From an optimization exercise on the open Yosys and OpenROAD flow, aimed at small area, a short achievable clock period and few clock cycles; shortcuts taken in it are not production practice.
Only simulation tests tie the RTL to the original design; equivalence was not proved.
No activity file was given, so power comes from the tool's default toggle rates.

$ cat design/flow/flow/run.sh
#!/bin/bash
set -euo pipefail
SETUP_MARGIN=${SETUP_MARGIN:-5.2}
bash standard.sh \
    "BUFFER_PORTS_ARGS=-buffer_cell sky130_fd_sc_hd__buf_1" \
    "SETUP_SLACK_MARGIN=${SETUP_MARGIN}" \
    finish > flow_make.log 2>&1
test -f out/final.def
$ cat design/flow/standard.sh
#!/bin/bash
# synth_recipe.tcl (not shown) runs the flow's synth.tcl, then flattens the netlist and writes it again
# the make line also repeats each setting of config.mk as NAME=value (left out here)
make -C /OpenROAD-flow-scripts/flow DESIGN_CONFIG=/design/flow/config.mk WORK_HOME=/design/flow/orfs CLKGATE_MAP_FILE= SYNTH_SCRIPT=/design/flow/synth_recipe.tcl "${@:-finish}"
$ cat design/flow/config.mk
export PLATFORM = sky130hd
export DESIGN_NAME = vad_unit
export DESIGN_NICKNAME = vad_unit
export VERILOG_FILES = /design/flow/design.v
export SDC_FILE = /design/flow/constraint.sdc
export NUM_CORES = 4
export LEC_CHECK = 0
export CAP_MARGIN = 20
export CORE_MARGIN = 2
export CORE_UTILIZATION = 60
export CTS_CLUSTER_DIAMETER = 80
export CTS_CLUSTER_SIZE = 30
export PLACE_DENSITY = 0.75
export SLEW_MARGIN = 20
$ cat design/flow/constraint.sdc
create_clock -name core_clock -period 8.0 [get_ports {clk}]
set_input_delay 1.6000 -clock core_clock [delete_from_list [all_inputs] [get_ports {clk}]]
set_output_delay 1.6000 -clock core_clock [all_outputs]
set_load 0.01 [all_outputs]
$ cat design/flow/design.v
module vad_unit (
    input  wire        clk,
    input  wire        rst,           
    input  wire        cmd_valid,
    output wire        cmd_ready,
    input  wire [1:0]  cmd_op,        
    input  wire [31:0] cmd_arg,       
    input  wire [31:0] cmd_blen,      
    input  wire        s_valid,
    output wire        s_ready,
    input  wire [31:0] s_data,
    output wire        iv_valid,
    input  wire        iv_ready,
    output wire [15:0] iv_data,
    output wire        iv_last,
    output wire [1:0]  iv_mode,
    output wire        iv_reset,
    input  wire        vd_valid,
    input  wire [1:0]  vd_code,
    output wire        done,
    output wire [31:0] result,
    output wire        rate_reject,
    output wire [31:0] hist_err,
    output wire [31:0] hist_sil,
    output wire [31:0] hist_voice,
    output wire [31:0] hist_noise,
    output wire [31:0] vad_rate,
    output wire [10:0] vad_flen,
    output wire [10:0] vad_off,
    output wire [1:0]  vad_mode
);
    localparam [1:0] OP_INIT    = 2'd1;
    localparam [1:0] OP_SETMODE = 2'd2;
    localparam [1:0] OP_PROCESS = 2'd3;
    localparam [1:0] V_SIL   = 2'd0;
    localparam [1:0] V_VOICE = 2'd1;
    localparam [1:0] V_NOISE = 2'd2;
    localparam HW = 23;               
    reg        crdy;                  
    reg        acc_q;                 
    reg [1:0]  op_q;
    reg        ok_q;                  
    reg        le3_q;                 
    reg [1:0]  x_q;                   
    reg        locked;
    reg [1:0]  code;                  
    reg        f_1000, f_0101, f_1011, f_1101, f_1110, f_0111, f_0010, f_0001;
    reg [1:0]  mode_c;
    reg        r_all;                 
    reg        res0;                  
    reg        rrej_c;
    reg [10:0] off_c;
    reg [HW-1:0] hc_e, hc_s, hc_v, hc_n;
    reg        done_q;
    reg        ivrst_q;
    reg        run;
    reg [29:0] rem;                   
    reg [10:0] off_w;                 
    reg        nl;                    
    reg        pend;                  
    reg [HW-1:0] hw_e, hw_s, hw_v, hw_n;
    reg [4:0]  ph;                    
    reg        ph0;                   
    reg        ph_last;               
    reg        fin;                   
    reg        cy_e, cy_s, cy_v, cy_n;    
    reg        req;                   
    reg        absb;                  
    reg [1:0]  vcode;                 
    reg [1:0]  vcs;                   
    reg        sd1, sd2, nd1, nd2;    
    reg        enz, vnz;              
    reg        sr;                    
    reg        bv;                    
    reg [15:0] b_t;
    reg        b_s;
    reg        b_l;
    reg        ivv;                   
    reg [15:0] ivd;
    reg        ivl;
    reg        skv;                   
    reg [15:0] skd;
    reg        skl;
    wire        hi0    = (cmd_arg[31:16] == 16'd0);
    wire        is8k   = hi0 && (cmd_arg[15:0] == 16'd8000);
    wire        is16k  = hi0 && (cmd_arg[15:0] == 16'd16000);
    wire        is32k  = hi0 && (cmd_arg[15:0] == 16'd32000);
    wire        is48k  = hi0 && (cmd_arg[15:0] == 16'd48000);
    wire        accept = cmd_valid && crdy;
    wire        ex_init = acc_q && (op_q == OP_INIT);
    wire        ex_mode = acc_q && (op_q == OP_SETMODE);
    wire        ex_proc = acc_q && (op_q == OP_PROCESS);
    wire        pass    = ok_q && (!locked || (x_q == code));
    wire        start   = ex_proc && pass;
    wire        rfail   = ex_proc && !pass;
    reg [10:0] flen_m2;               
    always @(*) begin
        case (code)
            2'd0:    flen_m2 = 11'd238;
            2'd1:    flen_m2 = 11'd478;
            2'd2:    flen_m2 = 11'd958;
            default: flen_m2 = 11'd1438;
        endcase
    end
    wire take = s_valid && sr;
    wire pop   = ivv && iv_ready;
    wire bpush = bv && !skv;
    wire bv_n  = take || (bv && !bpush);
    wire skv_n = skv ? !pop : (bpush && ivv && !pop);
    wire ivv_n = skv || bpush || (ivv && !pop);
    wire [7:0]  s_e   = s_data[30:23];
    wire        s_nan = (s_e == 8'hFF) && (s_data[22:0] != 23'd0);
    wire        s_z   = s_nan || (s_e < 8'd110);
    wire        s_c   = !s_nan && ((s_e >= 8'd127) ||
                                   (s_e == 8'd126 && s_data[22:8] == 15'h7FFF));
    wire [16:0] s_sh  = {1'b1, s_data[22:8], 1'b0} >> (~s_e[4:0]);
    wire [15:0] qt    = s_z ? 16'd0 : s_c ? 16'hFFFE : s_sh[15:0];
    wire [16:0] qsum = {b_s, b_t ^ {16{b_s}}} + 17'd1;
    wire [15:0] qd   = qsum[16:1];
    wire rem_ge1 = (rem != 30'd0);
    wire rem_ge2 = (rem[29:1] != 29'd0);
    wire rem_ge3 = (rem[29:2] != 28'd0) || (rem[1] && rem[0]);
    wire rz_n    = bpush ? !rem_ge2 : !rem_ge1;      
    wire go    = req && ph0;
    wire cin_e = ph0 ? (go && vcode == 2'd3)    : cy_e;
    wire cin_s = ph0 ? (go && vcode == V_SIL)   : cy_s;
    wire cin_v = ph0 ? (go && vcode == V_VOICE) : cy_v;
    wire cin_n = ph0 ? (go && vcode == V_NOISE) : cy_n;
    wire nb_e  = hw_e[0] ^ cin_e;
    wire nb_s  = hw_s[0] ^ cin_s;
    wire nb_v  = hw_v[0] ^ cin_v;
    wire nb_n  = hw_n[0] ^ cin_n;
    wire       sb   = ph[4:1] != 4'd0 ? !sd2 : 1'b1;    
    wire       nbb  = ph[4:1] != 4'd0 ? !nd2 : 1'b1;    
    wire [1:0] vcin = ph0 ? 2'd2 : vcs;
    wire [2:0] vtot = {2'd0, nb_v} + {2'd0, sb} + {2'd0, nbb} + {1'd0, vcin};
    wire       vmaj = vtot[2] && !sd1 && !nd1 && !nb_s && !nb_n;
    wire       d_all = enz || nb_e;
    wire       d_one = !d_all && (vnz || nb_v) && vmaj;
    wire g1      = bpush ? rem_ge2 : rem_ge1;
    wire g2      = bpush ? rem_ge3 : rem_ge2;
    wire more    = bv_n ? g2 : g1;
    wire full_n  = bv_n && ivv_n && skv_n;
    wire nl_n    = take ? (!nl && (off_w == flen_m2)) : nl;
    wire pend_n  = (pend && !(absb && ph_last)) || (take && nl);
    wire run_n   = start || (run && !fin);
    wire fin_n   = (ph == HW - 2) && run_n && rz_n && !ivv_n &&
                   (!pend_n || absb);
    wire sr_n    = run_n && more && !full_n && !(pend_n && nl_n);
    wire clr_w = rst || ex_init || rfail || start;
    wire hld   = rst || ex_init || rfail || fin;
    wire [HW-1:0] hw_e_n = clr_w ? {HW{1'b0}} : {nb_e, hw_e[HW-1:1]};
    wire [HW-1:0] hw_s_n = clr_w ? {HW{1'b0}} : {nb_s, hw_s[HW-1:1]};
    wire [HW-1:0] hw_v_n = clr_w ? {HW{1'b0}} : {nb_v, hw_v[HW-1:1]};
    wire [HW-1:0] hw_n_n = clr_w ? {HW{1'b0}} : {nb_n, hw_n[HW-1:1]};
    always @(posedge clk) begin
        hw_e <= hw_e_n;
        hw_s <= hw_s_n;
        hw_v <= hw_v_n;
        hw_n <= hw_n_n;
        if (hld) begin
            hc_e <= hw_e_n;
            hc_s <= hw_s_n;
            hc_v <= hw_v_n;
            hc_n <= hw_n_n;
        end
        cy_e <= !clr_w && hw_e[0] && cin_e;
        cy_s <= !clr_w && hw_s[0] && cin_s;
        cy_v <= !clr_w && hw_v[0] && cin_v;
        cy_n <= !clr_w && hw_n[0] && cin_n;
        ph      <= (rst || ph_last) ? 5'd0 : ph + 5'd1;
        ph0     <= rst || ph_last;
        ph_last <= !rst && (ph == HW - 2);
        fin     <= !rst && fin_n;
        if (vd_valid)
            vcode <= vd_code;
        if (clr_w) begin
            vcs  <= 2'd2;
            sd1  <= 1'b0;
            sd2  <= 1'b0;
            nd1  <= 1'b0;
            nd2  <= 1'b0;
            enz  <= 1'b0;
            vnz  <= 1'b0;
        end else begin
            vcs  <= vtot[2:1];
            sd1  <= nb_s;
            sd2  <= sd1;
            nd1  <= nb_n;
            nd2  <= nd1;
            enz  <= (enz && !ph0) || nb_e;
            vnz  <= (vnz && !ph0) || nb_v;
        end
    end
    always @(posedge clk) begin
        acc_q <= accept;
        op_q  <= cmd_op;
        ok_q  <= is8k || is16k || is32k || is48k;
        x_q   <= cmd_op[0] ? {cmd_arg[15] || cmd_arg[14], cmd_arg[7]} : cmd_arg[1:0];
        le3_q <= (cmd_arg[31:2] == 30'd0);
        if (!bv || bpush) begin
            b_t <= qt;
            b_s <= s_data[31];
            b_l <= nl;
        end
        if (skv ? pop : (!ivv || pop)) begin
            ivd <= skv ? skd : qd;
            ivl <= skv ? skl : b_l;
        end
        if (!skv && ivv && !pop) begin
            skd <= qd;
            skl <= b_l;
        end
        rem   <= crdy ? cmd_blen[31:2] : rem - {29'd0, bpush};
        if (rst) begin
            crdy    <= 1'b1;
            acc_q   <= 1'b0;
            locked  <= 1'b0;
            code    <= 2'd0;
            f_1000  <= 1'b0;
            f_0101  <= 1'b0;
            f_1011  <= 1'b0;
            f_1101  <= 1'b0;
            f_1110  <= 1'b0;
            f_0111  <= 1'b0;
            f_0010  <= 1'b0;
            f_0001  <= 1'b0;
            mode_c  <= 2'd0;
            r_all   <= 1'b0;
            res0    <= 1'b0;
            rrej_c  <= 1'b0;
            off_c   <= 11'd0;
            done_q  <= 1'b0;
            ivrst_q <= 1'b0;
            run     <= 1'b0;
            off_w   <= 11'd0;
            nl      <= 1'b0;
            pend    <= 1'b0;
            sr      <= 1'b0;
            req     <= 1'b0;
            absb    <= 1'b0;
            bv      <= 1'b0;
            ivv     <= 1'b0;
            skv     <= 1'b0;
        end else begin
            bv  <= bv_n;
            ivv <= ivv_n;
            skv <= skv_n;
            sr  <= sr_n;
            run <= run_n;
            nl  <= nl_n;
            pend <= pend_n;
            if (take)
                off_w <= nl ? 11'd0 : off_w + 11'd1;
            req     <= (req && !ph0) || vd_valid;
            absb    <= (absb && !ph_last) || go;
            done_q  <= ex_init || ex_mode || rfail || fin;
            ivrst_q <= ex_init;
            if (accept)
                crdy <= 1'b0;
            else if (ex_init || ex_mode || rfail || fin)
                crdy <= 1'b1;
            if (ex_init) begin
                locked <= 1'b0;
                f_1000 <= 1'b0;
                f_0101 <= 1'b0;
                f_1011 <= 1'b0;
                f_1101 <= 1'b0;
                f_1110 <= 1'b0;
                f_0111 <= 1'b0;
                f_0010 <= 1'b0;
                f_0001 <= 1'b0;
                mode_c <= 2'd0;
                off_c  <= 11'd0;
                off_w  <= 11'd0;
                nl     <= 1'b0;
                r_all  <= 1'b0;
                res0   <= 1'b1;
                rrej_c <= 1'b0;
            end
            if (ex_mode) begin
                if (le3_q) mode_c <= x_q;
                r_all  <= 1'b0;
                res0   <= le3_q;
                rrej_c <= 1'b0;
            end
            if (rfail) begin
                r_all  <= 1'b1;
                res0   <= 1'b1;
                rrej_c <= 1'b1;
            end
            if (start) begin
                code <= x_q;
            end
            if (fin) begin
                locked <= 1'b1;
                f_1000 <= (code == 2'd0);
                f_0101 <= code[0];
                f_1011 <= (code != 2'd1);
                f_1101 <= (code != 2'd2);
                f_1110 <= (code != 2'd3);
                f_0111 <= (code != 2'd0);
                f_0010 <= (code == 2'd2);
                f_0001 <= (code == 2'd3);
                off_c  <= off_w;
                r_all  <= d_all;
                res0   <= d_all || d_one;
                rrej_c <= 1'b0;
            end
        end
    end
    assign cmd_ready   = crdy;
    assign s_ready     = sr;
    assign iv_valid    = ivv;
    assign iv_data     = ivd;
    assign iv_last     = ivl;
    assign iv_mode     = mode_c;
    assign iv_reset    = ivrst_q;
    assign done        = done_q;
    assign result      = {{31{r_all}}, res0};
    assign rate_reject = rrej_c;
    assign hist_err    = {{(32-HW){1'b0}}, hc_e};
    assign hist_sil    = {{(32-HW){1'b0}}, hc_s};
    assign hist_voice  = {{(32-HW){1'b0}}, hc_v};
    assign hist_noise  = {{(32-HW){1'b0}}, hc_n};
    assign vad_rate    = {16'd0, f_0001, f_0010, f_0111, locked, locked, f_1110,
                          f_1101, f_1011, f_0101, f_1000, 6'd0};
    assign vad_flen    = {f_0001, f_0010, f_0111, locked, f_1110, f_1101, f_1000, 4'd0};
    assign vad_off     = off_c;
    assign vad_mode    = mode_c;
endmodule
==> report_table.html, run 1 <==
<table>
<tr><th>Metric</th><th>Value</th></tr>
<tr><th colspan="2">Power and ir drop</th></tr>
<tr><td>Standby leakage power</td><td>5.974 nW</td></tr>
<tr><td>Peak ir drop on the vdd network</td><td>0.0001779 V</td></tr>
<tr><td>Power per Cell Area</td><td>203.3 nW/um^2</td></tr>
<tr><th colspan="2">Timing</th></tr>
<tr><td>Actual transition at the worst max-transition pin</td><td>0.9049 ns</td></tr>
<tr><td>Final clock skew</td><td>0.02780 ns</td></tr>
<tr><td>Final worst path period share</td><td>34.90%</td></tr>
<tr><td>Number of hold-slack violations in the final timing report</td><td>0</td></tr>
<tr><td>Number of pins exceeding their max-slew limit in the final report</td><td>0</td></tr>
<tr><td>RSZ-0062 raised after global routing</td><td>true</td></tr>
<tr><td>Worst-case headroom to the max-slew limit</td><td>39.61%</td></tr>
<tr><td>Aggregate negative setup slack</td><td>0 ns</td></tr>
<tr><td>Peak Freq</td><td>358.2 MHz</td></tr>
<tr><td>Worst hold margin</td><td>0.4552 ns</td></tr>
<tr><td>Minimum clock period</td><td>2.792 ns</td></tr>
<tr><td>Final setup violating endpoints</td><td>0</td></tr>
<tr><th colspan="2">Floorplanning</th></tr>
<tr><td>Boundary pin count</td><td>347</td></tr>
<tr><td>Num rows</td><td>56</td></tr>
<tr><td>Area of the core</td><td>23330 sq um</td></tr>
<tr><td>Effective utilization at floorplan</td><td>60.81%</td></tr>
<tr><td>Vertical die dimension</td><td>157.8 microns</td></tr>
<tr><td>Die X</td><td>157.8 microns</td></tr>
<tr><td>Die area</td><td>24890 sq um</td></tr>
<tr><th colspan="2">Routing</th></tr>
<tr><td>1st-pass router iterations</td><td>5</td></tr>
<tr><td>Starting DRT DRC Count</td><td>505</td></tr>
<tr><td>Post-detailed-route via-to-cell ratio</td><td>5.340</td></tr>
<tr><td>Via count</td><td>9590</td></tr>
<tr><td>Antenna-violating nets left</td><td>0</td></tr>
<tr><td>Wirelength, routed</td><td>29.41 mm</td></tr>
<tr><td>DR DRC count</td><td>0</td></tr>
<tr><td>Routed len/inst</td><td>16.37 microns</td></tr>
<tr><th colspan="2">Setup path</th></tr>
<tr><td>Critical path data required time</td><td>8.30 ns</td></tr>
<tr><td>Arrival time worst endpoint</td><td>3.09 ns</td></tr>
<tr><td>Type of destination of the critical path</td><td>register</td></tr>
<tr><td>CP Max Fanout</td><td>12</td></tr>
<tr><td>Worst setup path class</td><td>input pin to register</td></tr>
<tr><td>Setup crit start kind</td><td>input pin</td></tr>
<tr><th colspan="2">Final layout</th></tr>
<tr><td>Fraction of layout cells with a size suffix above 1</td><td>10.16%</td></tr>
<tr><td>Synth-to-layout area growth</td><td>12.18%</td></tr>
<tr><td>Core utilization of the finished layout</td><td>68.22%</td></tr>
<tr><td>Nets@finish</td><td>1581</td></tr>
<tr><td>Leading cell type in the layout, fill and taps excluded</td><td>buf_1</td></tr>
<tr><td>Leading cell types in the layout, fill and taps excluded</td><td>250 x buf_1, 194 x dfxtp_1, 146 x edfxtp_1, 97 x and2_1, 86 x nand2_1</td></tr>
<tr><th colspan="2">Global routing</th></tr>
<tr><td>Initial antenna violation count</td><td>1</td></tr>
<tr><td>Vias in the first global route</td><td>8685</td></tr>
<tr><td>Wire length of the first global-routing pass</td><td>43.75 mm</td></tr>
<tr><td>Congestion Overflow GR</td><td>0</td></tr>
<tr><td>Largest net degree at the start of global routing</td><td>97</td></tr>
<tr><td>Global-route total usage across every layer</td><td>21.93%</td></tr>
<tr><th colspan="2">Yosys</th></tr>
<tr><td>Number of enable flip-flop cells after synthesis</td><td>146</td></tr>
<tr><td>Warnings from Yosys</td><td>1</td></tr>
<tr><td>Proportion of synthesized area in mux cells</td><td>3.413%</td></tr>
<tr><td>Yosys cell types</td><td>77</td></tr>
<tr><td>Syn Area/Cell</td><td>11.37 sq um</td></tr>
<tr><td>Async SR Flop Fraction</td><td>0%</td></tr>
<tr><td>Seq/Total Area, Yosys</td><td>58.98%</td></tr>
<tr><td>Count of state elements after synthesis</td><td>345</td></tr>
<tr><td>Synthesized-area fraction occupied by adder cells</td><td>0.8995%</td></tr>
<tr><td>Cells taking the most area after synthesis</td><td>edfxtp_1 31%, dfxtp_1 28%, buf_4 6.0%, and2_1 4.3%, nand2_1 2.3%</td></tr>
<tr><td>Post-Synth XOR/XNOR Area</td><td>4.074%</td></tr>
<tr><td>Dominant combinational cell family by area after synthesis</td><td>simple AND/OR/NAND/NOR gates</td></tr>
<tr><td>Cell accounting for the most synthesized area</td><td>edfxtp_1</td></tr>
<tr><td>Compound-gate portion of the synthesized area</td><td>8.210%</td></tr>
<tr><td>Commonest register cell after synthesis</td><td>dfxtp_1</td></tr>
<tr><td>Count of mapped cells out of synthesis</td><td>1248</td></tr>
<tr><td>Simple-Gate Fraction of Synth Area</td><td>16.15%</td></tr>
<tr><td>Syn Std Cell Area</td><td>14190 sq um</td></tr>
<tr><td>Synth top area share</td><td>30.90%</td></tr>
<tr><th colspan="2">Outcome</th></tr>
<tr><td>Outcome</td><td>complete, no violations</td></tr>
<tr><th colspan="2">Clock tree</th></tr>
<tr><td>TritonCTS clock tree</td><td>done</td></tr>
<tr><td>Post-CTS Hold Fix Bufs</td><td>0</td></tr>
<tr><td>Total clock sinks</td><td>345</td></tr>
<tr><td>Number of H-tree levels</td><td>1</td></tr>
<tr><td>TritonCTS buffer count</td><td>16</td></tr>
<tr><td>Worst-Skew Late Latency</td><td>0.51 ns</td></tr>
<tr><td>Maximum count of clock buffers along a single path</td><td>3</td></tr>
<tr><td>Clock transition at the register clock pins on the worst setup and hold paths after CTS</td><td>0.11 ns</td></tr>
<tr><td>CTS Root Buffer Type</td><td>clkbuf_16</td></tr>
<tr><th colspan="2">Placement</th></tr>
<tr><td>Quantity of I/O buffers inserted on ports</td><td>282</td></tr>
<tr><td>Detailed placement HPWL</td><td>19.80 mm</td></tr>
<tr><td>Global placement routability congestion</td><td>0.8898</td></tr>
<tr><th colspan="2">Hold path</th></tr>
<tr><td>Hold/Removal Path Class</td><td>register to register</td></tr>
<tr><th colspan="2">Job</th></tr>
<tr><td>Max-cap viol count</td><td>0</td></tr>
</table>
stage by stage:
stage | cells | worst slack, ns | instance area, sq um | power [W]
after global routing | 1796 | 5.083 | 15920 | 0.003360
after global placement | 1744 | 4.029 | 14910 | 0.002268
after detailed placement | 1744 | 3.971 | 14910 | 0.002276
after CTS | 1785 | 5.169 | 15660 | 0.003244
after floorplan | 1309 | 5.002 | 14550 | 0.002208
final | 1796 | 5.208 | 15920 | 0.003236
what timing repair did:
action / CTS / global route
pin swaps: 2 / 4
cloned: 1 / 2
endpoints found under the hold margin: 0 / 0
setup endpoints to repair: 147 / 99
buffers inserted: 12 / 8
gates resized for setup: 28 / 70
cell families (layout without fill, tap and decap cells):
kind of cell             count (synthesis)  count (layout)
buffers and inverters                  195             361
adder cells (fa/ha/maj)                  9               9
other                                    1              63
AND/OR/NAND/NOR                        417             417
XOR/XNOR                                66              66
multiplexers                            37              37
flip-flops                             345             345
AO/OA/AOI/OAI                          178             179
worst max-delay path, stage by stage:
cell	delay [ns]
buf_1	0.07
or4_1	0.57
nor2_4	0.26
a211oi_4	0.10
buf_4	0.19
nor4bb_1	0.31
report_power, final:
group	internal, W	switching [W]
sequential	0.00190	0.0000463
clock	0.000429	0.000540
combinational	0.000125	0.000191
cell usage after synthesis, types with 4 or more instances:
library cell	instances
edfxtp_1	146
a21o_1	5
nand3_1	18
xnor2_1	32
mux2_2	17
a31oi_1	5
xor2_1	34
dfxtp_1	199
nor4_1	16
nand2_1	87
or4_1	6
and3_1	5
nand3b_1	5
mux4_2	7
o21ai_0	32
and2_1	98
ha_1	7
or2_2	5
nor3_1	20
or3_1	10
buf_1	8
a32o_1	4
buf_2	6
nand2b_1	15
nor2b_1	7
inv_1	22
nor2_1	72
buf_4	113
o211ai_1	6
o21ai_1	16
a21oi_1	50
a22o_1	16
mux2i_1	12
and4_1	7
nand4b_1	5
clkbuf_1	44
nand4_1	19
area by class of cell:
| cell class | count | area, sq um |
|---|---|---|
| Inverter | 23 | 86.33 |
| Multi-Input combinational cell | 770 | 5060 |
| Tap cell | 319 | 399.1 |
| Sequential cell | 345 | 8379 |
| Fill cell | 1743 | 7416 |
| Antenna cell | 1 | 2.502 |
| Clock inverter | 5 | 52.55 |
| Timing Repair Buffer | 310 | 1468 |
| Clock buffer | 23 | 469.2 |
final timing paths:
path,start,endpoint,slack [ns],cells past startpoint
worst max register to register,vcode[0]$_DFFE_PP_,res0$_SDFFE_PP0P_,5.21,11
worst max-delay path,s_data[5],b_t[0]$_SDFFCE_PP0N_,5.21,6
worst min register to register,hw_e[1]$_DFF_P_,hw_e[0]$_DFF_P_,0.46,1
worst min-delay path,hw_e[1]$_DFF_P_,hw_e[0]$_DFF_P_,0.46,1
sequential cells by signal, indices dropped and copies added, names as in the netlist, 5 cells and up:
name / cells
b_t: 16
hc_e: 23
hc_n: 23
hc_s: 23
hc_v: 23
hw_e: 23
hw_n: 23
hw_s: 23
hw_v: 23
ivd: 16
off_c: 11
off_w: 11
ph: 5
rem: 30
skd: 16
per-layer routing:
metal	vias up	GRT usage, %	share of wire, %
li1	4663	-	-
met1	4516	27.48	41
met2	362	38.07	49
met3	49	5.010	7.5
met4	0	6.320	2.6
met5	-	0	0
Testbench counts, summed over its fixed seeds: cycles 282,724.
==> inputs of run 2 (changes only) <==
--- a/design/flow/config.mk
+++ b/design/flow/config.mk
@@ -8,7 +8,7 @@
 export CAP_MARGIN = 20
 export CORE_MARGIN = 2
 export CORE_UTILIZATION = 60
-export CTS_CLUSTER_DIAMETER = 80
-export CTS_CLUSTER_SIZE = 30
-export PLACE_DENSITY = 0.75
+export CTS_BUF_LIST = sky130_fd_sc_hd__clkbuf_8
+export CTS_CLUSTER_DIAMETER = 50
+export CTS_CLUSTER_SIZE = 20
 export SLEW_MARGIN = 20
==> run 2 against run 1 <==
  * Largest power group unchanged
  * Flip-flop and latch count unchanged
  * Area after synthesis stayed put
  * Register-to-register slack better by 0.05 ns
  * Fmax fell by 4.7%
  * Global-route usage fell by 0.33 points
  * Still clean
==> report_table.html, run 2 <==
<table>
<tr><th>Metric</th><th>Value</th></tr>
<tr><th colspan="2">Outcome</th></tr>
<tr><td>Outcome</td><td>complete, no violations</td></tr>
<tr><th colspan="2">Yosys</th></tr>
<tr><td>Yosys cell types</td><td>77</td></tr>
<tr><td>Seq/Total Area, Yosys</td><td>58.98%</td></tr>
<tr><td>Syn Std Cell Area</td><td>14190 sq um</td></tr>
<tr><td>Synth top cells by count</td><td>199 x dfxtp_1, 146 x edfxtp_1, 113 x buf_4, 98 x and2_1, 87 x nand2_1</td></tr>
<tr><td>Number of enable flip-flop cells after synthesis</td><td>146</td></tr>
<tr><td>Cell with the most instances after synthesis</td><td>dfxtp_1</td></tr>
<tr><td>Syn Area/Cell</td><td>11.37 sq um</td></tr>
<tr><td>Synth top area share</td><td>30.90%</td></tr>
<tr><td>Cell accounting for the most synthesized area</td><td>edfxtp_1</td></tr>
<tr><td>Count of state elements after synthesis</td><td>345</td></tr>
<tr><td>Count of mapped cells out of synthesis</td><td>1248</td></tr>
<tr><td>Async SR Flop Fraction</td><td>0%</td></tr>
<tr><td>Warnings from Yosys</td><td>1</td></tr>
<tr><td>Cells taking the most area after synthesis</td><td>edfxtp_1 31%, dfxtp_1 28%, buf_4 6.0%, and2_1 4.3%, nand2_1 2.3%</td></tr>
<tr><td>Commonest register cell after synthesis</td><td>dfxtp_1</td></tr>
<tr><th colspan="2">Clock tree</th></tr>
<tr><td>Number of H-tree levels</td><td>1</td></tr>
<tr><td>Total clock sinks</td><td>345</td></tr>
<tr><td>Clock transition at the register clock pins on the worst setup and hold paths after CTS</td><td>0.11 ns</td></tr>
<tr><td>TritonCTS clock tree</td><td>done</td></tr>
<tr><td>Worst-Skew Late Latency</td><td>0.62 ns</td></tr>
<tr><td>CTS Root Buffer Type</td><td>clkbuf_8</td></tr>
<tr><td>Post-CTS Hold Fix Bufs</td><td>0</td></tr>
<tr><td>Maximum count of clock buffers along a single path</td><td>3</td></tr>
<tr><td>TritonCTS buffer count</td><td>31</td></tr>
<tr><th colspan="2">Routing</th></tr>
<tr><td>Routed len/inst</td><td>15.47 microns</td></tr>
<tr><td>Starting DRT DRC Count</td><td>489</td></tr>
<tr><td>DR DRC count</td><td>0</td></tr>
<tr><td>Antenna-violating nets left</td><td>0</td></tr>
<tr><td>1st-pass router iterations</td><td>4</td></tr>
<tr><td>Wirelength, routed</td><td>28.22 mm</td></tr>
<tr><td>Via count</td><td>9422</td></tr>
<tr><td>Post-detailed-route via-to-cell ratio</td><td>5.166</td></tr>
<tr><th colspan="2">Timing</th></tr>
<tr><td>Peak Freq</td><td>341.5 MHz</td></tr>
<tr><td>RSZ-0062 raised after global routing</td><td>true</td></tr>
<tr><td>Worst-case headroom to the max-slew limit</td><td>40.15%</td></tr>
<tr><td>Final setup violating endpoints</td><td>0</td></tr>
<tr><td>Final worst path period share</td><td>36.61%</td></tr>
<tr><td>Minimum clock period</td><td>2.929 ns</td></tr>
<tr><td>Aggregate negative setup slack</td><td>0 ns</td></tr>
<tr><td>Actual transition at the worst max-transition pin</td><td>0.8968 ns</td></tr>
<tr><td>Number of hold-slack violations in the final timing report</td><td>0</td></tr>
<tr><td>Final setup slack of the worst path</td><td>5.071 ns</td></tr>
<tr><td>Final clock skew</td><td>0.03366 ns</td></tr>
<tr><td>Number of pins exceeding their max-slew limit in the final report</td><td>0</td></tr>
<tr><th colspan="2">Global routing</th></tr>
<tr><td>Initial antenna violation count</td><td>0</td></tr>
<tr><td>Global-route total usage across every layer</td><td>21.60%</td></tr>
<tr><td>Largest net degree at the start of global routing</td><td>81</td></tr>
<tr><td>Grt met3 use</td><td>5.119%</td></tr>
<tr><td>Vias in the first global route</td><td>8605</td></tr>
<tr><td>GR peak layer</td><td>met2</td></tr>
<tr><td>Met2 Resource Use GR</td><td>36.13%</td></tr>
<tr><td>Congestion Overflow GR</td><td>0</td></tr>
<tr><td>Met1 Usage GRT</td><td>28.51%</td></tr>
<tr><td>Wire length of the first global-routing pass</td><td>43.37 mm</td></tr>
<tr><th colspan="2">Final layout</th></tr>
<tr><td>Multi-input combinational cell area</td><td>4999 sq um</td></tr>
<tr><td>Leading cell types in the layout, fill and taps excluded</td><td>191 x dfxtp_1, 180 x buf_1, 146 x edfxtp_1, 97 x and2_1, 86 x nand2_1</td></tr>
<tr><td>Synth-to-layout area growth</td><td>14.20%</td></tr>
<tr><td>Top register by number of flip-flops</td><td>rem</td></tr>
<tr><td>Area taken by flip-flops and latches</td><td>8388 sq um</td></tr>
<tr><td>Fraction of layout cells with a size suffix above 1</td><td>16.48%</td></tr>
<tr><td>Diodes inserted</td><td>0</td></tr>
<tr><td>Core utilization of the finished layout</td><td>69.44%</td></tr>
<tr><td>Leading cell type in the layout, fill and taps excluded</td><td>dfxtp_1</td></tr>
<tr><td>Number of flip-flops in the largest register</td><td>30</td></tr>
<tr><td>Nets@finish</td><td>1595</td></tr>
<tr><td>Number of filler cells placed in the layout</td><td>1786</td></tr>
<tr><td>Total non-filler cell area in the finished layout</td><td>16200 sq um</td></tr>
<tr><th colspan="2">Floorplanning</th></tr>
<tr><td>Boundary pin count</td><td>347</td></tr>
<tr><td>Effective utilization at floorplan</td><td>60.81%</td></tr>
<tr><td>Area of the core</td><td>23330 sq um</td></tr>
<tr><td>Die area</td><td>24890 sq um</td></tr>
<tr><td>Vertical die dimension</td><td>157.8 microns</td></tr>
<tr><td>Num rows</td><td>56</td></tr>
<tr><td>Die X</td><td>157.8 microns</td></tr>
<tr><th colspan="2">Placement</th></tr>
<tr><td>Quantity of I/O buffers inserted on ports</td><td>282</td></tr>
<tr><td>Detailed placement HPWL</td><td>18.81 mm</td></tr>
<tr><td>Global placement routability congestion</td><td>0.8598</td></tr>
<tr><td>Post-detailed-placement cell area</td><td>14910 sq um</td></tr>
<tr><td>Setup slack at placement</td><td>3.935 ns</td></tr>
<tr><th colspan="2">Setup path</th></tr>
<tr><td>Startpoint of the worst-slack reg-to-reg timing path</td><td>b_s$_DFFE_PN_</td></tr>
<tr><td>CP Max Fanout</td><td>16</td></tr>
<tr><td>Critical path data required time</td><td>6.40 ns</td></tr>
<tr><td>Arrival time worst endpoint</td><td>1.33 ns</td></tr>
<tr><td>Setup crit start kind</td><td>register</td></tr>
<tr><td>R2R setup slack</td><td>5.26 ns</td></tr>
<tr><td>Count of cells along the worst register-to-register path</td><td>7</td></tr>
<tr><td>Type of destination of the critical path</td><td>primary output</td></tr>
<tr><td>Worst Setup EP</td><td>result[14]</td></tr>
<tr><td>Endpoint of the worst-slack reg-to-reg timing path</td><td>ivd[15]$_DFFE_PP_</td></tr>
<tr><td>Critical Path Source</td><td>r_all$_SDFFE_PP0P_</td></tr>
<tr><td>Worst setup path class</td><td>register to primary output</td></tr>
<tr><th colspan="2">Hold path</th></tr>
<tr><td>Hold/Removal Path Class</td><td>register to register</td></tr>
<tr><th colspan="2">Job</th></tr>
<tr><td>Max-cap viol count</td><td>0</td></tr>
<tr><th colspan="2">Power and ir drop</th></tr>
<tr><td>Peak ir drop on the vdd network</td><td>0.0001682 V</td></tr>
<tr><td>Standby leakage power</td><td>6.304 nW</td></tr>
<tr><td>Power per Cell Area</td><td>208.2 nW/um^2</td></tr>
</table>
-- run 2: logic make-up (layout without fill, tap and decap cells) --
group	after synthesis	in the layout	synth area share [%]
AND/OR/NAND/NOR	417	417	16.15
AO/OA/AOI/OAI	178	178	8.210
multiplexers	37	37	3.413
XOR/XNOR	66	66	4.074
adder cells (fa/ha/maj)	9	9	0.8995
flip-flops	345	345	58.98
other	1	62	0.02643
buffers and inverters	195	391	8.254
-- run 2: metal layers --
metal,part of all wire (%),vias up
li1,-,4697
met1,43,4347
met2,47,341
met3,7.9,37
met4,1.7,0
met5,0,-
-- run 2: stage by stage --
stage | hold slack (ns) | total power [W] | cells
5_1_grt | 0.4546 | 0.003512 | 1824
2_1_floorplan | 0.4214 | 0.002208 | 1309
6_report | 0.4439 | 0.003374 | 1824
4_1_cts | 0.4459 | 0.003394 | 1813
3_5_place_dp | 0.4322 | 0.002275 | 1744
3_3_place_gp | 0.4282 | 0.002271 | 1744
-- run 2: cell type report --
| class | count | area share [%] |
|---|---|---|
| clock inverter | 26 | 1.699 |
| sequential | 345 | 51.77 |
| clock buffer | 32 | 2.718 |
| timing repair buffer | 310 | 9.969 |
| multi-input combinational | 769 | 30.85 |
| inverter | 23 | 0.5328 |
| tap | 319 | 2.463 |
-- run 2: worst min-delay path by stage --
stage / startpoint / endpoint / slack [ns] / cells past startpoint
2_1_floorplan: hw_e[0]$_DFF_P_ / cy_e$_DFF_P_ / 0.42 / 2
3_3_place_gp: hw_v[5]$_DFF_P_ / hw_v[4]$_DFF_P_ / 0.43 / 1
3_5_place_dp: hw_s[0]$_DFF_P_ / cy_s$_DFF_P_ / 0.43 / 2
4_1_cts: hw_s[0]$_DFF_P_ / cy_s$_DFF_P_ / 0.45 / 2
5_1_grt: hw_e[0]$_DFF_P_ / cy_e$_DFF_P_ / 0.45 / 2
6_report: hw_e[0]$_DFF_P_ / cy_e$_DFF_P_ / 0.44 / 2
-- run 2: report_power, final --
group	internal (W)	switching [W]	leakage (nW)
logic	0.000127	0.000187	2.81
registers	0.00190	0.0000459	3.14
clock network	0.000433	0.000678	0.359
-- run 2: worst max-delay path: stages (launching register included) --
cell and delay [ns]:
dfxtp_4 0.43, buf_12 0.15, buf_2 0.14
-- run 2: repair_timing --
action                                  4_1_cts  5_1_grt
setup buffers                                10       11
pin swaps                                     2        4
resized for setup                            73       90
cloned                                        1        0
endpoints found under the setup margin      162      206
==> inputs of run 3 (changes only) <==
--- a/design/flow/config.mk
+++ b/design/flow/config.mk
@@ -8,7 +8,6 @@
 export CAP_MARGIN = 20
 export CORE_MARGIN = 2
 export CORE_UTILIZATION = 60
-export CTS_BUF_LIST = sky130_fd_sc_hd__clkbuf_8
-export CTS_CLUSTER_DIAMETER = 50
-export CTS_CLUSTER_SIZE = 20
+export CTS_CLUSTER_DIAMETER = 70
+export CTS_CLUSTER_SIZE = 36
 export SLEW_MARGIN = 20
==> run 3 against run 2 <==
  * Clock-buffer cell count fell by 13
  * First-iteration DRC count up 0.41%
  * Combinational power about the same
  * Critical path type unchanged
  * Highest routed layer unchanged
  * Sequential power about the same
  * Fmax is 5.1% higher
  * Worst setup slack improved by 0.14 ns
  * Hold slack worse by 0.0029 ns
  * Register-to-register slack improved by 0.02 ns
  * Via count grew 0.14%
  * Wire length up 0.78%
==> report_table.html, run 3 <==
<table>
<tr><th>Metric</th><th>Value</th></tr>
<tr><th colspan="2">Final layout</th></tr>
<tr><td>Number of filler cells placed in the layout</td><td>1808</td></tr>
<tr><td>Multi-input combinational cell area</td><td>5046 sq um</td></tr>
<tr><td>Leading cell type in the layout, fill and taps excluded</td><td>buf_1</td></tr>
<tr><td>Top register by number of flip-flops</td><td>rem</td></tr>
<tr><td>Core utilization of the finished layout</td><td>68.59%</td></tr>
<tr><td>Fraction of layout cells with a size suffix above 1</td><td>10.86%</td></tr>
<tr><td>Area taken by flip-flops and latches</td><td>8378 sq um</td></tr>
<tr><td>Synth-to-layout area growth</td><td>12.79%</td></tr>
<tr><td>Total non-filler cell area in the finished layout</td><td>16000 sq um</td></tr>
<tr><td>Diodes inserted</td><td>0</td></tr>
<tr><td>Number of flip-flops in the largest register</td><td>30</td></tr>
<tr><td>Leading cell types in the layout, fill and taps excluded</td><td>247 x buf_1, 195 x dfxtp_1, 146 x edfxtp_1, 97 x and2_1, 86 x nand2_1</td></tr>
<tr><td>Nets@finish</td><td>1587</td></tr>
<tr><th colspan="2">Routing</th></tr>
<tr><td>DR DRC count</td><td>0</td></tr>
<tr><td>Wirelength, routed</td><td>28.44 mm</td></tr>
<tr><td>Via count</td><td>9435</td></tr>
<tr><td>Antenna-violating nets left</td><td>0</td></tr>
<tr><td>Post-detailed-route via-to-cell ratio</td><td>5.236</td></tr>
<tr><td>Starting DRT DRC Count</td><td>491</td></tr>
<tr><td>1st-pass router iterations</td><td>4</td></tr>
<tr><td>Routed len/inst</td><td>15.78 microns</td></tr>
<tr><th colspan="2">Yosys</th></tr>
<tr><td>Count of mapped cells out of synthesis</td><td>1248</td></tr>
<tr><td>Cell accounting for the most synthesized area</td><td>edfxtp_1</td></tr>
<tr><td>Synth top area share</td><td>30.90%</td></tr>
<tr><td>Synthesized-area fraction occupied by adder cells</td><td>0.8995%</td></tr>
<tr><td>Proportion of synthesized area in mux cells</td><td>3.413%</td></tr>
<tr><td>Number of enable flip-flop cells after synthesis</td><td>146</td></tr>
<tr><td>Synth top cells by count</td><td>199 x dfxtp_1, 146 x edfxtp_1, 113 x buf_4, 98 x and2_1, 87 x nand2_1</td></tr>
<tr><td>Yosys cell types</td><td>77</td></tr>
<tr><td>Count of state elements after synthesis</td><td>345</td></tr>
<tr><td>Cells taking the most area after synthesis</td><td>edfxtp_1 31%, dfxtp_1 28%, buf_4 6.0%, and2_1 4.3%, nand2_1 2.3%</td></tr>
<tr><td>Async SR Flop Fraction</td><td>0%</td></tr>
<tr><td>Dominant combinational cell family by area after synthesis</td><td>simple AND/OR/NAND/NOR gates</td></tr>
<tr><td>Cell with the most instances after synthesis</td><td>dfxtp_1</td></tr>
<tr><td>Syn Std Cell Area</td><td>14190 sq um</td></tr>
<tr><td>Commonest register cell after synthesis</td><td>dfxtp_1</td></tr>
<tr><td>Post-Synth XOR/XNOR Area</td><td>4.074%</td></tr>
<tr><td>Compound-gate portion of the synthesized area</td><td>8.210%</td></tr>
<tr><td>Syn Area/Cell</td><td>11.37 sq um</td></tr>
<tr><td>Warnings from Yosys</td><td>1</td></tr>
<tr><td>Simple-Gate Fraction of Synth Area</td><td>16.15%</td></tr>
<tr><td>Seq/Total Area, Yosys</td><td>58.98%</td></tr>
<tr><th colspan="2">Job</th></tr>
<tr><td>Max-cap viol count</td><td>0</td></tr>
<tr><th colspan="2">Timing</th></tr>
<tr><td>Final clock skew</td><td>0.02521 ns</td></tr>
<tr><td>Final setup violating endpoints</td><td>0</td></tr>
<tr><td>Number of hold-slack violations in the final timing report</td><td>0</td></tr>
<tr><td>Minimum clock period</td><td>2.786 ns</td></tr>
<tr><td>Worst-case headroom to the max-slew limit</td><td>41.93%</td></tr>
<tr><td>RSZ-0062 raised after global routing</td><td>true</td></tr>
<tr><td>Aggregate negative setup slack</td><td>0 ns</td></tr>
<tr><td>Final worst path period share</td><td>34.82%</td></tr>
<tr><td>Peak Freq</td><td>359.0 MHz</td></tr>
<tr><td>Actual transition at the worst max-transition pin</td><td>0.8701 ns</td></tr>
<tr><td>Number of pins exceeding their max-slew limit in the final report</td><td>0</td></tr>
<tr><th colspan="2">Global routing</th></tr>
<tr><td>Wire length of the first global-routing pass</td><td>42.98 mm</td></tr>
<tr><td>Congestion Overflow GR</td><td>0</td></tr>
<tr><td>Largest net degree at the start of global routing</td><td>81</td></tr>
<tr><td>Initial antenna violation count</td><td>0</td></tr>
<tr><td>Vias in the first global route</td><td>8503</td></tr>
<tr><td>Global-route total usage across every layer</td><td>21.40%</td></tr>
<tr><th colspan="2">Floorplanning</th></tr>
<tr><td>Die area</td><td>24890 sq um</td></tr>
<tr><td>Area of the core</td><td>23330 sq um</td></tr>
<tr><td>Die X</td><td>157.8 microns</td></tr>
<tr><td>Boundary pin count</td><td>347</td></tr>
<tr><td>Num rows</td><td>56</td></tr>
<tr><td>Effective utilization at floorplan</td><td>60.81%</td></tr>
<tr><td>Vertical die dimension</td><td>157.8 microns</td></tr>
<tr><th colspan="2">Setup path</th></tr>
<tr><td>Type of destination of the critical path</td><td>primary output</td></tr>
<tr><td>Count of cells along the worst register-to-register path</td><td>7</td></tr>
<tr><td>CP Max Fanout</td><td>16</td></tr>
<tr><td>Critical path data required time</td><td>6.40 ns</td></tr>
<tr><td>Setup crit start kind</td><td>register</td></tr>
<tr><td>Arrival time worst endpoint</td><td>1.19 ns</td></tr>
<tr><td>R2R setup slack</td><td>5.28 ns</td></tr>
<tr><td>Worst setup path class</td><td>register to primary output</td></tr>
<tr><th colspan="2">Hold path</th></tr>
<tr><td>Hold/Removal Path Class</td><td>register to register</td></tr>
<tr><td>Cells on Worst Hold Path</td><td>1</td></tr>
<tr><th colspan="2">Clock tree</th></tr>
<tr><td>Clock transition at the register clock pins on the worst setup and hold paths after CTS</td><td>0.12 ns</td></tr>
<tr><td>Total clock sinks</td><td>345</td></tr>
<tr><td>Post-CTS Hold Fix Bufs</td><td>0</td></tr>
<tr><td>Maximum count of clock buffers along a single path</td><td>3</td></tr>
<tr><td>CTS Root Buffer Type</td><td>clkbuf_16</td></tr>
<tr><td>Number of H-tree levels</td><td>1</td></tr>
<tr><td>TritonCTS buffer count</td><td>17</td></tr>
<tr><td>Worst-Skew Late Latency</td><td>0.52 ns</td></tr>
<tr><td>TritonCTS clock tree</td><td>done</td></tr>
<tr><th colspan="2">Placement</th></tr>
<tr><td>Detailed placement HPWL</td><td>18.81 mm</td></tr>
<tr><td>Post-detailed-placement cell area</td><td>14910 sq um</td></tr>
<tr><td>Quantity of I/O buffers inserted on ports</td><td>282</td></tr>
<tr><td>Global placement routability congestion</td><td>0.8598</td></tr>
<tr><th colspan="2">Power and ir drop</th></tr>
<tr><td>Power per Cell Area</td><td>207.0 nW/um^2</td></tr>
<tr><td>Standby leakage power</td><td>6.037 nW</td></tr>
<tr><td>Peak ir drop on the vdd network</td><td>0.0001847 V</td></tr>
<tr><th colspan="2">Outcome</th></tr>
<tr><td>Outcome</td><td>complete, no violations</td></tr>
</table>
## run 3: layer usage
layer	global-route usage, %	part of all wire (%)
met1	28.23	43
met3	5.119	7.7
met2	35.65	47
met4	5.584	1.9
met5	0	0
## run 3: path summary, 6_finish.rpt
| path | from | end |
|---|---|---|
| worst max-delay path | r_all$_SDFFE_PP0P_ | result[17] |
| worst min-delay path | hw_s[5]$_DFF_P_ | hw_s[4]$_DFF_P_ |
| worst max register to register | b_t[1]$_SDFFCE_PP0N_ | ivd[15]$_DFFE_PP_ |
| worst min register to register | hw_s[5]$_DFF_P_ | hw_s[4]$_DFF_P_ |
## run 3: layout make-up
class / instances / share of cell area (%)
clock buffers: 19 / 2.705
clock inverters: 11 / 0.9539
inverters: 23 / 0.5395
multi-input cells: 770 / 31.53
flip-flops and latches: 345 / 52.35
well taps: 319 / 2.494
repair buffers: 315 / 9.421
## run 3: what timing repair did
action,in CTS,in global routing
buffers inserted,12,12
pin swaps,2,4
cloned,0,4
endpoints found under the hold margin,0,0
endpoints found under the setup margin,145,130
gates resized for setup,51,28
## run 3: cell families (layout without fill, tap and decap cells)
logic type	count (synthesis)	count (layout)
compound gates	178	179
xor+xnor	66	66
fa+ha+maj	9	9
buf+inv	195	368
flops	345	345
mux	37	37
other cells	1	62
simple gates	417	417
## run 3: power breakdown
group          total (W)  switching (W)  internal [W]
Sequential       0.00195      0.0000452       0.00190
Combinational   0.000316       0.000191      0.000125
Clock            0.00105       0.000567      0.000480
Total            0.00331       0.000803       0.00251
## run 3: per-stage QoR
| step | setup slack [ns] | hold slack [ns] | instances | total power (W) |
|---|---|---|---|---|
| 2_1_floorplan | 5.002 | 0.4214 | 1309 | 0.002208 |
| 3_3_place_gp | 4.011 | 0.4282 | 1744 | 0.002271 |
| 3_5_place_dp | 3.935 | 0.4322 | 1744 | 0.002275 |
| 4_1_cts | 5.197 | 0.4471 | 1786 | 0.003326 |
| 5_1_grt | 5.150 | 0.4657 | 1802 | 0.003435 |
| 6_report | 5.214 | 0.4410 | 1802 | 0.003312 |
## run 3: critical path, cell delays in order (launching register included)
cell and delay [ns]:
dfxtp_4 0.38, buf_12 0.14, buf_4 0.14
==> inputs of run 4 (changes only) <==
==> design/flow/flow/run.sh (replaced) <==
#!/bin/bash
set -euo pipefail
SETUP_MARGIN=${SETUP_MARGIN:-5.25}
bash standard.sh \
    "BUFFER_PORTS_ARGS=-buffer_cell sky130_fd_sc_hd__buf_1" \
    "SETUP_SLACK_MARGIN=${SETUP_MARGIN}" \
    finish > flow_make.log 2>&1
test -f out/final.def
--- a/design/flow/config.mk
+++ b/design/flow/config.mk
@@ -7,7 +7,7 @@
 export LEC_CHECK = 0
 export CAP_MARGIN = 20
 export CORE_MARGIN = 2
-export CORE_UTILIZATION = 60
-export CTS_CLUSTER_DIAMETER = 70
-export CTS_CLUSTER_SIZE = 36
+export CORE_UTILIZATION = 55
+export CTS_CLUSTER_DIAMETER = 80
+export CTS_CLUSTER_SIZE = 30
 export SLEW_MARGIN = 20
==> run 4 against run 3 <==
  * Still clean
  * Area after synthesis did not move
  * Clock power fell by 9%
  * Final cell count rose by 0.22%
  * Synthesized cell count did not move
  * Combinational power rose by 3%
  * Flip-flop and latch count did not move
  * Register-to-register slack improved by 0.07 ns
  * Critical path type unchanged
  * Largest cell class unchanged
==> report_table.html, run 4 <==
<table>
<tr><th>Metric</th><th>Value</th></tr>
<tr><th colspan="2">Timing</th></tr>
<tr><td>Actual transition at the worst max-transition pin</td><td>0.8983 ns</td></tr>
<tr><td>Number of hold-slack violations in the final timing report</td><td>0</td></tr>
<tr><td>Peak Freq</td><td>359.5 MHz</td></tr>
<tr><td>Minimum clock period</td><td>2.781 ns</td></tr>
<tr><td>Worst-case headroom to the max-slew limit</td><td>40.05%</td></tr>
<tr><td>Final setup slack of the worst path</td><td>5.219 ns</td></tr>
<tr><td>Aggregate negative setup slack</td><td>0 ns</td></tr>
<tr><td>Final worst path period share</td><td>34.77%</td></tr>
<tr><td>Final setup violating endpoints</td><td>0</td></tr>
<tr><td>Number of pins exceeding their max-slew limit in the final report</td><td>0</td></tr>
<tr><td>RSZ-0062 raised after global routing</td><td>true</td></tr>
<tr><td>Final clock skew</td><td>0.02127 ns</td></tr>
<tr><th colspan="2">Placement</th></tr>
<tr><td>Setup slack at placement</td><td>3.904 ns</td></tr>
<tr><td>Quantity of I/O buffers inserted on ports</td><td>282</td></tr>
<tr><td>Number of cells after detailed placement</td><td>1756</td></tr>
<tr><td>Post-detailed-placement cell area</td><td>14930 sq um</td></tr>
<tr><td>Detailed placement HPWL</td><td>19.61 mm</td></tr>
<tr><td>Global placement routability congestion</td><td>0.8566</td></tr>
<tr><th colspan="2">Routing</th></tr>
<tr><td>Wirelength, routed</td><td>29.42 mm</td></tr>
<tr><td>Routed length on met2</td><td>13.75 mm</td></tr>
<tr><td>Metal1 wirelength</td><td>12.81 mm</td></tr>
<tr><td>DR DRC count</td><td>0</td></tr>
<tr><td>Post-detailed-route via-to-cell ratio</td><td>5.200</td></tr>
<tr><td>Antenna-violating nets left</td><td>0</td></tr>
<tr><td>Met3 layer wire length in the routed design</td><td>2.193 mm</td></tr>
<tr><td>Uppermost routed layer</td><td>met4</td></tr>
<tr><td>Starting DRT DRC Count</td><td>671</td></tr>
<tr><td>Via count</td><td>9392</td></tr>
<tr><td>1st-pass router iterations</td><td>5</td></tr>
<tr><td>Routed len/inst</td><td>16.29 microns</td></tr>
<tr><th colspan="2">Yosys</th></tr>
<tr><td>Yosys cell types</td><td>77</td></tr>
<tr><td>Synth top area share</td><td>30.90%</td></tr>
<tr><td>Cell with the most instances after synthesis</td><td>dfxtp_1</td></tr>
<tr><td>Seq/Total Area, Yosys</td><td>58.98%</td></tr>
<tr><td>Async SR Flop Fraction</td><td>0%</td></tr>
<tr><td>Number of enable flip-flop cells after synthesis</td><td>146</td></tr>
<tr><td>Cells taking the most area after synthesis</td><td>edfxtp_1 31%, dfxtp_1 28%, buf_4 6.0%, and2_1 4.3%, nand2_1 2.3%</td></tr>
<tr><td>Commonest register cell after synthesis</td><td>dfxtp_1</td></tr>
<tr><td>Syn Std Cell Area</td><td>14190 sq um</td></tr>
<tr><td>Warnings from Yosys</td><td>1</td></tr>
<tr><td>Cell accounting for the most synthesized area</td><td>edfxtp_1</td></tr>
<tr><td>Count of state elements after synthesis</td><td>345</td></tr>
<tr><td>Syn Area/Cell</td><td>11.37 sq um</td></tr>
<tr><td>Count of mapped cells out of synthesis</td><td>1248</td></tr>
<tr><td>Synth top cells by count</td><td>199 x dfxtp_1, 146 x edfxtp_1, 113 x buf_4, 98 x and2_1, 87 x nand2_1</td></tr>
<tr><th colspan="2">Floorplanning</th></tr>
<tr><td>Boundary pin count</td><td>347</td></tr>
<tr><td>Die area</td><td>27100 sq um</td></tr>
<tr><td>Num rows</td><td>58</td></tr>
<tr><td>Effective utilization at floorplan</td><td>56.18%</td></tr>
<tr><td>Vertical die dimension</td><td>164.6 microns</td></tr>
<tr><td>Area of the core</td><td>25250 sq um</td></tr>
<tr><td>Die X</td><td>164.6 microns</td></tr>
<tr><th colspan="2">Hold path</th></tr>
<tr><td>Hold Path Origin</td><td>hw_e[0]$_DFF_P_</td></tr>
<tr><td>Worst hold endpoint</td><td>cy_e$_DFF_P_</td></tr>
<tr><td>Hold/Removal Path Class</td><td>register to register</td></tr>
<tr><td>Cells on Worst Hold Path</td><td>2</td></tr>
<tr><th colspan="2">Setup path</th></tr>
<tr><td>Type of destination of the critical path</td><td>primary output</td></tr>
<tr><td>Critical path data required time</td><td>6.40 ns</td></tr>
<tr><td>Count of cells along the worst register-to-register path</td><td>9</td></tr>
<tr><td>Setup crit start kind</td><td>register</td></tr>
<tr><td>Endpoint of the worst-slack reg-to-reg timing path</td><td>res0$_SDFFE_PP0P_</td></tr>
<tr><td>Arrival time worst endpoint</td><td>1.18 ns</td></tr>
<tr><td>CP Max Fanout</td><td>16</td></tr>
<tr><td>R2R setup slack</td><td>5.35 ns</td></tr>
<tr><td>Startpoint of the worst-slack reg-to-reg timing path</td><td>ph[2]$_SDFF_PP0_</td></tr>
<tr><td>Worst setup path class</td><td>register to primary output</td></tr>
<tr><td>Critical Path Source</td><td>r_all$_SDFFE_PP0P_</td></tr>
<tr><th colspan="2">Final layout</th></tr>
<tr><td>Total non-filler cell area in the finished layout</td><td>15980 sq um</td></tr>
<tr><td>Diodes inserted</td><td>0</td></tr>
<tr><td>Synth-to-layout area growth</td><td>12.61%</td></tr>
<tr><td>Leading cell types in the layout, fill and taps excluded</td><td>240 x buf_1, 195 x dfxtp_1, 146 x edfxtp_1, 97 x and2_1, 86 x nand2_1</td></tr>
<tr><td>Number of filler cells placed in the layout</td><td>2061</td></tr>
<tr><td>Leading cell type in the layout, fill and taps excluded</td><td>buf_1</td></tr>
<tr><td>Nets@finish</td><td>1581</td></tr>
<tr><td>Fraction of layout cells with a size suffix above 1</td><td>10.64%</td></tr>
<tr><td>Post-route insts no fill</td><td>1806</td></tr>
<tr><td>Top register by number of flip-flops</td><td>rem</td></tr>
<tr><td>Number of flip-flops in the largest register</td><td>30</td></tr>
<tr><th colspan="2">Global routing</th></tr>
<tr><td>Initial antenna violation count</td><td>0</td></tr>
<tr><td>Vias in the first global route</td><td>8763</td></tr>
<tr><td>Wire length of the first global-routing pass</td><td>45.75 mm</td></tr>
<tr><td>Largest net degree at the start of global routing</td><td>77</td></tr>
<tr><td>Congestion Overflow GR</td><td>0</td></tr>
<tr><td>Global-route total usage across every layer</td><td>21.12%</td></tr>
<tr><th colspan="2">Clock tree</th></tr>
<tr><td>Clock transition at the register clock pins on the worst setup and hold paths after CTS</td><td>0.11 ns</td></tr>
<tr><td>Number of H-tree levels</td><td>1</td></tr>
<tr><td>Post-CTS Hold Fix Bufs</td><td>0</td></tr>
<tr><td>Maximum count of clock buffers along a single path</td><td>3</td></tr>
<tr><td>CTS Root Buffer Type</td><td>clkbuf_16</td></tr>
<tr><td>Total clock sinks</td><td>345</td></tr>
<tr><td>TritonCTS buffer count</td><td>16</td></tr>
<tr><td>TritonCTS clock tree</td><td>done</td></tr>
<tr><td>Worst-Skew Late Latency</td><td>0.51 ns</td></tr>
<tr><th colspan="2">Job</th></tr>
<tr><td>Max-cap viol count</td><td>0</td></tr>
<tr><th colspan="2">Power and ir drop</th></tr>
<tr><td>Overall power consumption</td><td>0.003230 W</td></tr>
<tr><td>Peak ir drop on the vdd network</td><td>0.0001982 V</td></tr>
<tr><td>Standby leakage power</td><td>6.062 nW</td></tr>
<tr><td>Power per Cell Area</td><td>202.2 nW/um^2</td></tr>
<tr><th colspan="2">Outcome</th></tr>
<tr><td>Outcome</td><td>complete, no violations</td></tr>
</table>
==> run 4: cell counts after synthesis <==
No cell type changed its count.
==> run 4: worst max path at each step <==
stage,end,slack (ns),cells past startpoint
final,result[1],5.22,2
after global routing,res0$_SDFFE_PP0P_,5.13,11
after CTS,result[1],5.19,2
after detailed placement,b_t[4]$_SDFFCE_PP0N_,3.90,6
after global placement,b_t[4]$_SDFFCE_PP0N_,3.99,6
after floorplan,b_t[8]$_SDFFCE_PP0N_,5.00,5
==> run 4: worst max-delay path, cell delays in order (launching register included) <==
cell	delay [ns]
dfxtp_4	0.39
buf_12	0.14
buf_2	0.14
==> run 4: metrics by stage <==
| step | hold WS, ns | util [%] |
|---|---|---|
| 6_report | 0.4464 | 63.27 |
| 5_1_grt | 0.4659 | 63.27 |
| 4_1_cts | 0.4436 | 62.66 |
| 3_5_place_dp | 0.4321 | 59.13 |
| 3_3_place_gp | 0.4283 | 59.12 |
| 2_1_floorplan | 0.4214 | - |
==> run 4: metal layers <==
layer	vias to the layer above	GRT usage, %
met5	-	0
li1	4656	-
met2	304	35.13
met4	0	5.178
met1	4401	27.99
met3	31	5.123
==> run 4: what timing repair did <==
action,in CTS,in global routing
buffers inserted,12,5
pin swaps,3,5
setup endpoints to repair,262,158
resized for setup,63,27
cloned,4,1
==> run 4: layout make-up <==
class                   instances  area, sq um  share of cell area (%)
flip-flops and latches        345         8378                   52.44
multi-input cells             770         5052                   31.62
repair buffers                310         1545                   9.671
clock buffers                  23        447.9                   2.803
well taps                     330        412.9                   2.584
inverters                      23        86.33                  0.5403
clock inverters                 5        55.05                  0.3446
==> run 4: kinds of logic after synthesis <==
family | Yosys count | share of synthesized area, %
and+or+nand+nor | 417 | 16.15
muxes | 37 | 3.413
buffers and inverters | 195 | 8.254
DFF | 345 | 58.98
xor gates and xnor gates | 66 | 4.074
other | 1 | 0.02643
AOI/OAI and AO/OA | 178 | 8.210
adders and majority gates | 9 | 0.8995
==> run 4: where the power goes <==
group          total [W]  internal (W)  switching, W  leakage [nW]
logic           0.000324      0.000132      0.000192          2.68
clock network   0.000957      0.000411      0.000545         0.245
registers        0.00195       0.00190     0.0000459          3.14
==> inputs of run 5 (changes only) <==
--- a/design/flow/config.mk
+++ b/design/flow/config.mk
@@ -7,7 +7,7 @@
 export LEC_CHECK = 0
 export CAP_MARGIN = 20
 export CORE_MARGIN = 2
-export CORE_UTILIZATION = 55
+export CORE_UTILIZATION = 65
 export CTS_CLUSTER_DIAMETER = 80
 export CTS_CLUSTER_SIZE = 30
 export SLEW_MARGIN = 20
==> run 5 against run 4 <==
  * Critical path depth is the same
  * Non-clock buffer count grew 4
  * Clock skew shrank 0.0051 ns
  * Clock power grew 1%
  * Power grew 0.29%
  * First-iteration DRC count shrank 20%
  * Sequential power is essentially flat
  * Via count grew 1.9%
  * Sequential share of layout area is essentially flat
  * Die area shrank 15%
  * Largest cell class unchanged
==> report_table.html, run 5 <==
<table>
<tr><th>Metric</th><th>Value</th></tr>
<tr><th colspan="2">Outcome</th></tr>
<tr><td>Outcome</td><td>complete, no violations</td></tr>
<tr><th colspan="2">Yosys</th></tr>
<tr><td>Synthesized-area fraction occupied by adder cells</td><td>0.8995%</td></tr>
<tr><td>Proportion of synthesized area in mux cells</td><td>3.413%</td></tr>
<tr><td>Async SR Flop Fraction</td><td>0%</td></tr>
<tr><td>Synth top area share</td><td>30.90%</td></tr>
<tr><td>Dominant combinational cell family by area after synthesis</td><td>simple AND/OR/NAND/NOR gates</td></tr>
<tr><td>Syn Area/Cell</td><td>11.37 sq um</td></tr>
<tr><td>Number of enable flip-flop cells after synthesis</td><td>146</td></tr>
<tr><td>Cell with the most instances after synthesis</td><td>dfxtp_1</td></tr>
<tr><td>Post-Synth XOR/XNOR Area</td><td>4.074%</td></tr>
<tr><td>Syn Std Cell Area</td><td>14190 sq um</td></tr>
<tr><td>Synth top cells by count</td><td>199 x dfxtp_1, 146 x edfxtp_1, 113 x buf_4, 98 x and2_1, 87 x nand2_1</td></tr>
<tr><td>Compound-gate portion of the synthesized area</td><td>8.210%</td></tr>
<tr><td>Cells taking the most area after synthesis</td><td>edfxtp_1 31%, dfxtp_1 28%, buf_4 6.0%, and2_1 4.3%, nand2_1 2.3%</td></tr>
<tr><td>Count of mapped cells out of synthesis</td><td>1248</td></tr>
<tr><th colspan="2">Placement</th></tr>
<tr><td>Number of cells after detailed placement</td><td>1706</td></tr>
<tr><td>Quantity of I/O buffers inserted on ports</td><td>282</td></tr>
<tr><td>Detailed placement HPWL</td><td>19.27 mm</td></tr>
<tr><td>Setup slack at placement</td><td>3.945 ns</td></tr>
<tr><th colspan="2">Global routing</th></tr>
<tr><td>Initial antenna violation count</td><td>1</td></tr>
<tr><td>Congestion Overflow GR</td><td>0</td></tr>
<tr><td>Global-route total usage across every layer</td><td>23.90%</td></tr>
<tr><td>Vias in the first global route</td><td>8566</td></tr>
<tr><td>Largest net degree at the start of global routing</td><td>97</td></tr>
<tr><th colspan="2">Clock tree</th></tr>
<tr><td>Maximum count of clock buffers along a single path</td><td>3</td></tr>
<tr><td>Worst-Skew Late Latency</td><td>0.51 ns</td></tr>
<tr><td>Number of H-tree levels</td><td>1</td></tr>
<tr><td>Total clock sinks</td><td>345</td></tr>
<tr><td>Post-CTS Hold Fix Bufs</td><td>0</td></tr>
<tr><th colspan="2">Setup path</th></tr>
<tr><td>Worst setup path class</td><td>register to primary output</td></tr>
<tr><td>Critical path data required time</td><td>6.40 ns</td></tr>
<tr><td>Critical Path Source</td><td>r_all$_SDFFE_PP0P_</td></tr>
<tr><td>Ordered cell list for the critical path</td><td>buf_12 &gt; buf_2</td></tr>
<tr><td>Startpoint of the worst-slack reg-to-reg timing path</td><td>b_s$_DFFE_PN_</td></tr>
<tr><td>Arrival time worst endpoint</td><td>1.18 ns</td></tr>
<tr><td>Crit-path slowest cell</td><td>dfxtp_4</td></tr>
<tr><td>Worst path max stage delay</td><td>0.39 ns</td></tr>
<tr><th colspan="2">Final layout</th></tr>
<tr><td>Number of flip-flops in the largest register</td><td>30</td></tr>
<tr><td>Number of filler cells placed in the layout</td><td>1510</td></tr>
<tr><td>Multi-input combinational cell area</td><td>5075 sq um</td></tr>
<tr><td>Core utilization of the finished layout</td><td>73.87%</td></tr>
<tr><td>Leading cell type in the layout, fill and taps excluded</td><td>buf_1</td></tr>
<tr><td>Area taken by flip-flops and latches</td><td>8378 sq um</td></tr>
<tr><td>Synth-to-layout area growth</td><td>12.57%</td></tr>
<tr><td>Top register by number of flip-flops</td><td>rem</td></tr>
<tr><td>Leading cell types in the layout, fill and taps excluded</td><td>242 x buf_1, 195 x dfxtp_1, 146 x edfxtp_1, 97 x and2_1, 86 x nand2_1</td></tr>
<tr><td>Post-route insts no fill</td><td>1760</td></tr>
<tr><td>Diodes inserted</td><td>0</td></tr>
<tr><th colspan="2">Floorplanning</th></tr>
<tr><td>Num rows</td><td>54</td></tr>
<tr><td>Die area</td><td>23030 sq um</td></tr>
<tr><td>Effective utilization at floorplan</td><td>65.63%</td></tr>
<tr><td>Area of the core</td><td>21620 sq um</td></tr>
<tr><td>Die X</td><td>151.7 microns</td></tr>
<tr><th colspan="2">Routing</th></tr>
<tr><td>1st-pass router iterations</td><td>4</td></tr>
<tr><td>Routed len/inst</td><td>16.33 microns</td></tr>
<tr><td>Via count</td><td>9574</td></tr>
<tr><td>DR DRC count</td><td>0</td></tr>
<tr><td>Starting DRT DRC Count</td><td>536</td></tr>
<tr><td>Post-detailed-route via-to-cell ratio</td><td>5.440</td></tr>
<tr><th colspan="2">Timing</th></tr>
<tr><td>Final clock skew</td><td>0.01617 ns</td></tr>
<tr><td>Minimum clock period</td><td>2.775 ns</td></tr>
<tr><td>Actual transition at the worst max-transition pin</td><td>0.8918 ns</td></tr>
<tr><td>Final worst path period share</td><td>34.69%</td></tr>
<tr><td>Worst-case headroom to the max-slew limit</td><td>40.49%</td></tr>
<tr><td>Final setup violating endpoints</td><td>0</td></tr>
<tr><td>Final setup slack of the worst path</td><td>5.225 ns</td></tr>
<tr><td>RSZ-0062 raised after global routing</td><td>true</td></tr>
<tr><td>Aggregate negative setup slack</td><td>0 ns</td></tr>
<tr><th colspan="2">Job</th></tr>
<tr><td>Max-cap viol count</td><td>0</td></tr>
<tr><th colspan="2">Power and ir drop</th></tr>
<tr><td>Peak ir drop on the vdd network</td><td>0.0001809 V</td></tr>
<tr><th colspan="2">Hold path</th></tr>
<tr><td>Hold Path Origin</td><td>hw_s[5]$_DFF_P_</td></tr>
</table>
run 5: layer usage:
| metal | vias to the layer above | routed length (microns) | global-route usage, % |
|---|---|---|---|
| met3 | 38 | 2357 | 6.257 |
| met4 | 2 | 724 | 6.574 |
| li1 | 4673 | - | - |
| met5 | - | 17 | 0 |
| met1 | 4522 | 11910 | 30.99 |
| met2 | 339 | 13740 | 40.02 |
run 5: kinds of logic (layout without fill, tap and decap cells):
kind of cell               count (synthesis)  in the layout
AOI/OAI and AO/OA                        178            179
other                                      1             62
adders and majority gates                  9              9
muxes                                     37             37
xor gates and xnor gates                  66             66
buffers and inverters                    195            365
and+or+nand+nor                          417            417
DFF                                      345            345
run 5: report_power, final:
group	switching (W)	internal, W	leakage (nW)
Clock	0.000539	0.000431	0.251
Combinational	0.000193	0.000129	2.67
Sequential	0.0000446	0.00190	3.14
run 5: path summary, 6_finish.rpt:
path                            slack [ns]  depth (start not counted)                end
worst max register to register        5.31                          8  ivd[15]$_DFFE_PP_
worst max-delay path                  5.22                          2         result[16]
worst min-delay path                  0.45                          1    hw_s[4]$_DFF_P_
worst min register to register        0.45                          1    hw_s[4]$_DFF_P_
run 5: layout make-up:
class                   instances  share of cell area (%)
flip-flops and latches        345                   52.46
multi-input cells             770                   31.77
repair buffers                314                   9.761
clock buffers                  24                   2.961
well taps                     280                   2.193
inverters                      23                  0.5405
clock inverters                 4                  0.3134
run 5: worst max-delay path, delay by kind of cell, from the launching register on:
kind     cells  cell delay, ns
flops        1            0.39
buf+inv      2            0.28
run 5: through the flow:
step,area [sq um],hold WS (ns),total power (W)
after global placement,14870,0.4280,0.002269
after floorplan,14560,0.4214,0.002208
after CTS,15750,0.4485,0.003254
after global routing,15970,0.4741,0.003365
after detailed placement,14870,0.4329,0.002275
final,15970,0.4483,0.003239
run 5: repair_timing:
action / 4_1_cts / 5_1_grt
endpoints found under the setup margin: 142 / 112
pin swaps: 3 / 7
cloned: 3 / 2
buffers inserted: 13 / 8
gates resized for setup: 60 / 29

[static timing again, ports no longer ideal]
The results above use ideal ports. As a check the final layouts listed here were re-extracted and re-timed, cells and wires unchanged. Step 1 assumes that a clkbuf_16 drives the clock port and a buf_2 every other input. Step 2 times the ports against the registers' clock, not the clock port: input delays grow and output delays shrink by t, the midpoint of the rising clock arrivals with the driver on. Three values: ideal, step 1, step 2; two values: the first two.
| run | t, ns | setup WS [ns] | worst setup path at the end | clock arrival spread, ns | pins driven straight from the clock port |
|---|---|---|---|---|---|
| run 1 | 0.542 | 5.208 / 5.180 / 4.685 | input to register | 0.028 / 0.028 | 1 |
| run 2 | 0.645 | 5.071 / 5.025 / 4.653 | input to register | 0.034 / 0.034 | 1 |
| run 3 | 0.556 | 5.214 / 5.166 / 4.714 | input to register | 0.032 / 0.031 | 1 |
| run 4 | 0.546 | 5.219 / 5.170 / 4.716 | input to register | 0.024 / 0.023 | 1 |
| run 5 | 0.548 | 5.225 / 5.175 / 4.734 | input to register | 0.017 / 0.017 | 1 |
After both steps setup and hold are still met in every run listed. For run 1, which loses most, drivers alone change the setup slack by -0.028 ns; drivers and shift together by -0.523 ns.
